What follows belongs to an exercise in optimizing a design on an open flow for small area, a short achievable clock period and few clock cycles; a production flow would make more cautious choices. The RTL was checked by simulation tests, not by an equivalence proof against the original design. Power figures rest on the tool's default switching activity, not on a simulated workload.

## flow/constraint.sdc

```tcl
create_clock -name core_clock -period 6.0 [get_ports {clk}]
set_input_delay 1.2000 -clock core_clock [delete_from_list [all_inputs] [get_ports {clk}]]
set_output_delay 1.2000 -clock core_clock [all_outputs]
set_load 0.01 [all_outputs]
```

## flow/design.v

```verilog
module brs #(
    parameter MAX_LEN = 16
) (
    input  wire        clk,
    input  wire        rst,           
    input  wire        req_valid,
    input  wire        req_write,
    input  wire [2:0]  req_size,      
    input  wire [12:0] req_addr,
    input  wire [31:0] req_wdata,
    output reg         resp_valid,
    output reg         resp_err,
    output reg  [31:0] resp_rdata
);
    localparam NB = 8 * MAX_LEN;       
    localparam WW = $clog2(NB + 1);    
    localparam LW = $clog2(MAX_LEN + 1);
    localparam [12:0] A_CMD    = 13'h000;
    localparam [12:0] A_STATUS = 13'h004;
    localparam [12:0] A_COUNT  = 13'h008;
    localparam [12:0] A_WINDOW = 13'h00C;
    localparam [12:0] A_LEN    = 13'h010;
    localparam [12:0] A_ID     = 13'h014;
    localparam [12:0] A_CFG    = 13'h018;
    localparam [12:0] A_BUF    = 13'h1000;
    localparam [31:0] ID_VALUE = 32'h4252_5301;
    localparam [2:0] OP_SHL = 3'd2, OP_SHR = 3'd3, OP_ROL = 3'd4,
                     OP_ROR = 3'd5, OP_ROLW = 3'd6, OP_RORW = 3'd7;
    localparam [2:0] E_NONE = 3'd0, E_NULL = 3'd1, E_NEG = 3'd2,
                     E_WIN = 3'd3, E_ILL = 3'd4;
    localparam [1:0] PH_IDLE = 2'd0, PH_SHIFT = 2'd1, PH_MOD = 2'd2, PH_ROT = 2'd3;
    reg [NB-1:0]   bits;
    reg [LW-1:0]   len;
    reg            bound;
    reg            carry;
    reg [2:0]      err;
    reg            busy;
    reg [31:0]     count;
    reg [31:0]     window;
    reg [1:0]      phase;
    reg            dir_right;     
    reg            wrap;          
    reg [WW-1:0]   wl;            
    reg [NB-1:0]   wmask;         
    reg [30:0]     num;           
    reg [4:0]      num_left;      
    reg [WW-1:0]   kl;            
    wire [12:0] a       = req_addr;
    wire        sz1     = (req_size == 3'd1);
    wire        sz4     = (req_size == 3'd4);
    wire        in_regs = (a < 13'h01C);
    wire [12:0] bi      = a - A_BUF;
    wire        in_buf  = (a >= A_BUF) && (bi < MAX_LEN);
    wire        hazard_reg = (a == A_CMD) || (a == A_COUNT) ||
                             (a == A_WINDOW) || (a == A_LEN);
    reg bus_err;
    always @* begin
        if (!sz1 && !sz4)
            bus_err = 1'b1;
        else if (in_regs)
            bus_err = sz1 || (a[1:0] != 2'b00) || (busy && req_write && hazard_reg);
        else if (in_buf)
            bus_err = (sz4 && (bi[1:0] != 2'b00)) || busy;
        else
            bus_err = 1'b1;
    end
    reg [31:0] rd_data;
    integer j;
    always @* begin
        rd_data = 32'd0;
        if (in_regs) begin
            case (a)
                A_STATUS: rd_data = {25'd0, err, 1'b0, bound, carry, busy};
                A_COUNT:  rd_data = count;
                A_WINDOW: rd_data = window;
                A_LEN:    rd_data = {{(32-LW){1'b0}}, len};
                A_ID:     rd_data = ID_VALUE;
                A_CFG:    rd_data = MAX_LEN;
                default:  rd_data = 32'd0;
            endcase
        end else if (in_buf) begin
            for (j = 0; j < MAX_LEN; j = j + 1) begin
                if (sz1 && bi == j)
                    rd_data[7:0] = bits[NB-1-8*j -: 8];
                if (sz4 && bi[12:2] == j / 4)
                    rd_data[31-8*(j%4) -: 8] = bits[NB-1-8*j -: 8];
            end
        end
    end
    wire        cmd_wr   = req_valid && req_write && !bus_err && (a == A_CMD);
    wire [31:0] cmd_word = req_wdata;
    wire        cmd_legal = (cmd_word[31:3] == 29'd0) && (cmd_word[2:1] != 2'b00);
    wire [2:0]  cmd_op    = cmd_word[2:0];
    wire        cmd_rot   = cmd_legal && cmd_op[2];            
    wire        cmd_win   = cmd_legal && (cmd_op[2:1] == 2'b11);
    wire [WW:0] len_bits  = {len, 3'b000};
    wire        win_bad   = window[31] || (window > len_bits);
    reg [2:0] cmd_code;
    always @* begin
        if (!cmd_legal)                 cmd_code = E_ILL;
        else if (!bound)                cmd_code = E_NULL;
        else if (cmd_rot && count[31])  cmd_code = E_NEG;
        else if (cmd_win && win_bad)    cmd_code = E_WIN;
        else                            cmd_code = E_NONE;
    end
    wire [WW-1:0] l_bits   = len_bits[WW-1:0];
    wire [WW-1:0] w_acc    = cmd_win ? window[WW-1:0] : l_bits;
    function [NB-1:0] window_mask;
        input [WW-1:0] w;
        integer q;
        begin
            for (q = 0; q < NB; q = q + 1)
                window_mask[NB-1-q] = (q < w);
        end
    endfunction
    wire [NB-1:0] last_mask = wmask & ~{wmask[NB-2:0], 1'b0};   
    wire          s_first   = bits[NB-1] & wmask[NB-1];          
    wire          s_last    = |(bits & last_mask);               
    wire          fill      = !wrap ? 1'b0 : (dir_right ? s_last : s_first);
    wire [NB-1:0] from_next = {bits[NB-2:0], 1'b0};    
    wire [NB-1:0] from_prev = {1'b0, bits[NB-1:1]};    
    reg [NB-1:0] step;
    integer k;
    always @* begin
        for (k = 0; k < NB; k = k + 1) begin
            if (!wmask[NB-1-k])
                step[NB-1-k] = bits[NB-1-k];
            else if (!dir_right)
                step[NB-1-k] = last_mask[NB-1-k] ? fill : from_next[NB-1-k];
            else
                step[NB-1-k] = (k == 0) ? fill : from_prev[NB-1-k];
        end
    end
    wire shift_carry = dir_right ? s_last : s_first;
    wire [WW:0] rem_sh  = {kl, num[30]};
    wire [WW:0] rem_sub = rem_sh - wl;
    wire        rem_ge  = (rem_sh >= {1'b0, wl});
    integer b;
    always @(posedge clk) begin
        if (rst) begin
            len        <= 0;
            bound      <= 1'b0;
            carry      <= 1'b0;
            err        <= E_NONE;
            busy       <= 1'b0;
            count      <= 32'd0;
            window     <= 32'd0;
            phase      <= PH_IDLE;
            resp_valid <= 1'b0;
            resp_err   <= 1'b0;
            resp_rdata <= 32'd0;
        end else begin
            resp_valid <= req_valid;
            resp_err   <= req_valid && bus_err;
            resp_rdata <= (req_valid && !req_write && !bus_err) ? rd_data : 32'd0;
            if (req_valid && req_write && !bus_err) begin
                if (in_buf) begin
                    for (b = 0; b < MAX_LEN; b = b + 1) begin
                        if (sz1 && bi == b)
                            bits[NB-1-8*b -: 8] <= req_wdata[7:0];
                        if (sz4 && bi[12:2] == b / 4)
                            bits[NB-1-8*b -: 8] <= req_wdata[31-8*(b%4) -: 8];
                    end
                end else begin
                    case (a)
                        A_COUNT:  count  <= req_wdata;
                        A_WINDOW: window <= req_wdata;
                        A_LEN:
                            if (req_wdata <= MAX_LEN) begin
                                len   <= req_wdata[LW-1:0];
                                bound <= 1'b1;
                            end else begin
                                bound <= 1'b0;
                            end
                        default: ;
                    endcase
                end
            end
            if (cmd_wr) begin
                err <= cmd_code;
                if (cmd_code == E_NONE) begin
                    busy      <= 1'b1;
                    dir_right <= cmd_op[0];
                    wrap      <= cmd_op[2];
                    wl        <= w_acc;
                    wmask     <= window_mask(w_acc);
                    num       <= count[30:0];
                    num_left  <= 5'd31;
                    kl        <= 0;
                    phase     <= cmd_rot ? PH_MOD : PH_SHIFT;
                end
            end
            case (phase)
                PH_SHIFT: begin
                    bits  <= step;
                    carry <= shift_carry;
                    busy  <= 1'b0;
                    phase <= PH_IDLE;
                end
                PH_MOD: begin
                    if (wl == 0) begin
                        kl    <= 0;
                        phase <= PH_ROT;
                    end else begin
                        kl       <= rem_ge ? rem_sub[WW-1:0] : rem_sh[WW-1:0];
                        num      <= {num[29:0], 1'b0};
                        num_left <= num_left - 5'd1;
                        if (num_left == 5'd1)
                            phase <= PH_ROT;
                    end
                end
                PH_ROT: begin
                    if (kl == 0) begin
                        busy  <= 1'b0;
                        phase <= PH_IDLE;
                    end else begin
                        bits <= step;
                        kl   <= kl - 1'b1;
                    end
                end
                default: ;
            endcase
        end
    end
endmodule
```

## flow/run.sh

```bash
#!/bin/bash
# synth_recipe.tcl (not shown) runs the flow's synth.tcl, then flattens the netlist and writes it again
# the make line also repeats each setting of config.mk as NAME=value (left out here)
make -C /OpenROAD-flow-scripts/flow DESIGN_CONFIG=/design/flow/config.mk WORK_HOME=/design/flow/orfs CLKGATE_MAP_FILE= SYNTH_SCRIPT=/design/flow/synth_recipe.tcl finish
```

## flow/config.mk

```make
export PLATFORM = sky130hd
export DESIGN_NAME = brs
export DESIGN_NICKNAME = brs
export VERILOG_FILES = /design/flow/design.v
export SDC_FILE = /design/flow/constraint.sdc
export NUM_CORES = 4
export LEC_CHECK = 0
export CAP_MARGIN = 20
export CORE_MARGIN = 2
export CORE_UTILIZATION = 25
export SLEW_MARGIN = 20
```

==> notes.md <==
## tightest hold or removal path, delay by kind of cell, from the launching register on
family,cells,cell delay (ps)
AOI/OAI and AO/OA,1,50
DFF,1,320
and+or+nand+nor,1,60
## sequential cells by signal (all words and copies together), names as in the netlist
signal and flops:
wrap 1, count 32, len 5, phase 2
kl 8, busy 1, num_left 5, resp_rdata 32
carry 1, wl 7, window 32, bound 1
num 31, err 3, resp_err 1, wmask 128
bits 128, resp_valid 1, dir_right 1
## cells in the final DEF (no fill, tap or decap), types with 66 or more instances in the layout
cell,Yosys,final
a21oi_1,260,259
a221oi_1,91,91
a31oi_1,66,66
buf_4,4,135
clkdlybuf4s50_1,0,81
dfxtp_1,111,111
edfxtp_1,309,309
mux2i_1,93,93
nand2_1,533,531
nor2_1,269,267
nor2b_1,107,106
o2111ai_1,90,89
o21ai_0,345,345
## kinds of logic after synthesis
| kind of cell | count (synthesis) | synth area share |
|---|---|---|
| simple gates | 1215 | 0.209 |
| compound gates | 1107 | 0.263 |
| flops | 420 | 0.424 |
| buf+inv | 286 | 0.0423 |
| mux | 118 | 0.0509 |
| fa+ha+maj | 18 | 0.00858 |
| xor+xnor | 5 | 0.00161 |
## stage by stage
stage	util	total power, mW
global route	0.295	6.98
CTS	0.295	6.82
detailed placement	0.280	3.89
finish	0.295	6.86
floorplan	-	3.56
global placement	0.280	3.88
## final cells by class
type / count / share of cell area
flip-flops and latches: 420 / 0.363
clock inverters: 23 / 0.00561
diodes: 7 / 0.000554
inverters: 37 / 0.00463
multi-input cells: 2463 / 0.462
clock buffers: 66 / 0.0431
well taps: 1403 / 0.0555
repair buffers: 231 / 0.0652
## layer usage
metal | up-vias | share of wire | wire length (microns) | global-route usage
met5 | - | 0.00029 | 44 | 0
met4 | 8 | 0.075 | 11300 | 0.162
met3 | 504 | 0.14 | 20500 | 0.0767
met2 | 2407 | 0.41 | 61500 | 0.376
met1 | 14100 | 0.38 | 57500 | 0.344
li1 | 12000 | - | - | -
## power breakdown
part	internal, mW	switching [mW]
clock	1.65	1.35
combinational	0.182	0.350
sequential	3.18	0.159
## how the worst max path moves through the flow
stage             startpoint         to  slack (ps)  depth (start not counted)
4_1_cts        req_wdata[17]    num[26]         900                          9
5_1_grt        req_wdata[17]   wmask[8]         560                          9
6_report       req_wdata[17]   wmask[2]         730                          9
2_1_floorplan    req_addr[7]  dir_right        -270                          5
3_3_place_gp   req_wdata[27]    num[11]         250                          9
3_5_place_dp   req_wdata[17]    num[26]         260                          9
==> notes.md <==
status finished clean; crit-path max cell delay 900 ps; Final ANT Viol Nets 0; drt via density 6.25; Congestion Overflow GR 0; global-route wire length before repair 209 mm; fill count 11,400; top cells by count, synth nand2_1 (533), o21ai_0 (345), edfxtp_1 (309); WL/cell 32.4 microns; asr flop ratio synth 0; main area contributors after synthesis edfxtp_1 (34%), dfxtp_1 (8.2%), nand2_1 (7.4%), o21ai_0 (6.4%), a21oi_1 (4.8%); Hold WS 470 ps; CTS Sinks 420; Cell Chain, Critical Path clkdlybuf4s50_1, nor4_1, nand4_1, nor4_4, nand2_1, o21ai_0, nand2_1, buf_4, o21ai_0; Root Buffer clkbuf_16; area grow syn2layout 16.7%; postcts setup bufs 0; hold_sp window[15]; register area share after synthesis 0.424; setup slack, reg-to-reg 1150 ps; # resized after CTS 0; Initial DRC Count 4,774; leakage 10.5 nW; share of the synthesized area in the top cell type 0.342; Final Non-Filler Cells 4,650; antenna violations before repair 8; worst r2r src bits[27]; worst reg2reg path endpoint bits[56]; fin crit share 0.878; Initial Util 0.253; Rel. slew slack 0.147; area of the die 111,000 sq um; fmax 190 MHz; placed insts 4,554; Largest delay share family, worst path simple AND/OR/NAND/NOR gates; most common cell in the synthesized netlist nand2_1; WHS Endpoint window[15]; Setup Viol. Count Final 0; Max FO, Critical Path 9; GRT Util Overall 0.262; unrepaired setup endpoints after global routing false; Post-CTS Hold Buffers 0; hold path depth 2; vias in the first global route 26,200; pwr dens 217 nW/um^2; mapped cell area 27,100 sq um; WP buf/inv 2; Die Span X 333 microns; core box area 107,000 sq um; Unique masters post-synth 79; max_cap viols 0; DP Worst Slack 259 ps; slowest CP cell nor4_1; Final Hold Violating Endpoints 0; Post-DP Area 30,100 sq um; clk buf depth 3; Post-synth EDFFs 309; drt first pass iters 9; CTS tree built; IO Pins 86; row count 120; cell area after layout 31,600 sq um; ys flop type edfxtp_1; Net count, final 3,273; Worst-Margin Slew 1270 ps; critical path startpoint category input pin; RePlAce Congestion 1.06; share of cells above drive strength 1 0.0901; worst skew pair latency 640 ps; syn_nets 3,239; final worst setup slack 731 ps; Mean Syn Cell Area 8.56 sq um; setup TNS 0 ps; number of remaining DRC errors 0; max-slew violations 0; Clock Skew 35.9 ps; DR vias 29,100; H-tree level count 2; critical path arrival 5710 ps; WP data required 6440 ps; Mapped Cells 3,169; largest net degree at the start of global routing 178; clock slew at reported path FFs 60 ps; min-delay worst type reg -> reg; top cell type by total area after synthesis edfxtp_1; CP Class in -> reg; chip height 333 microns; multi-input logic area 14,600 sq um; Seq. cell area 11,500 sq um; Reg2Reg Depth 9; CTS buffer count 50; register bit total from synthesis 420; dpl hpwl 107 mm; Worst Setup End Kind flop; Peak VDD IR 0.210 mV; fin crit period 5270 ps; routed wire length 151 mm; Yosys Warn Count 1; PortBufs 85
Testbench counts, summed over its fixed seeds: cycles 24,314.

-- re-timing with driven ports --
In the flow no input, the clock included, has a driving cell. The finished layout below was timed again as built, in two steps. Step 1 sets driving cells, clkbuf_16 on the clock port and buf_2 on the other inputs (assumed; they add their load-dependent delay and slew). Step 2, shift: input delay + t, output delay - t, t = (earliest + latest rising clock arrival at the registers) / 2. This alone moves slack from input paths to output paths. a / b / c = ideal ports / drivers / drivers and shift; a / b = the first two.
shift t [ns]: 0.691
setup WS [ns]: 0.731 / 0.769 / 0.078
hold WS [ns]: 0.470 / 0.470 / 0.470
latest minus earliest clock arrival (ns): 0.036 / 0.036
After both steps setup and hold are still met in this run. For this run, drivers alone change the setup slack by +0.038 ns; drivers and shift together by -0.653 ns.
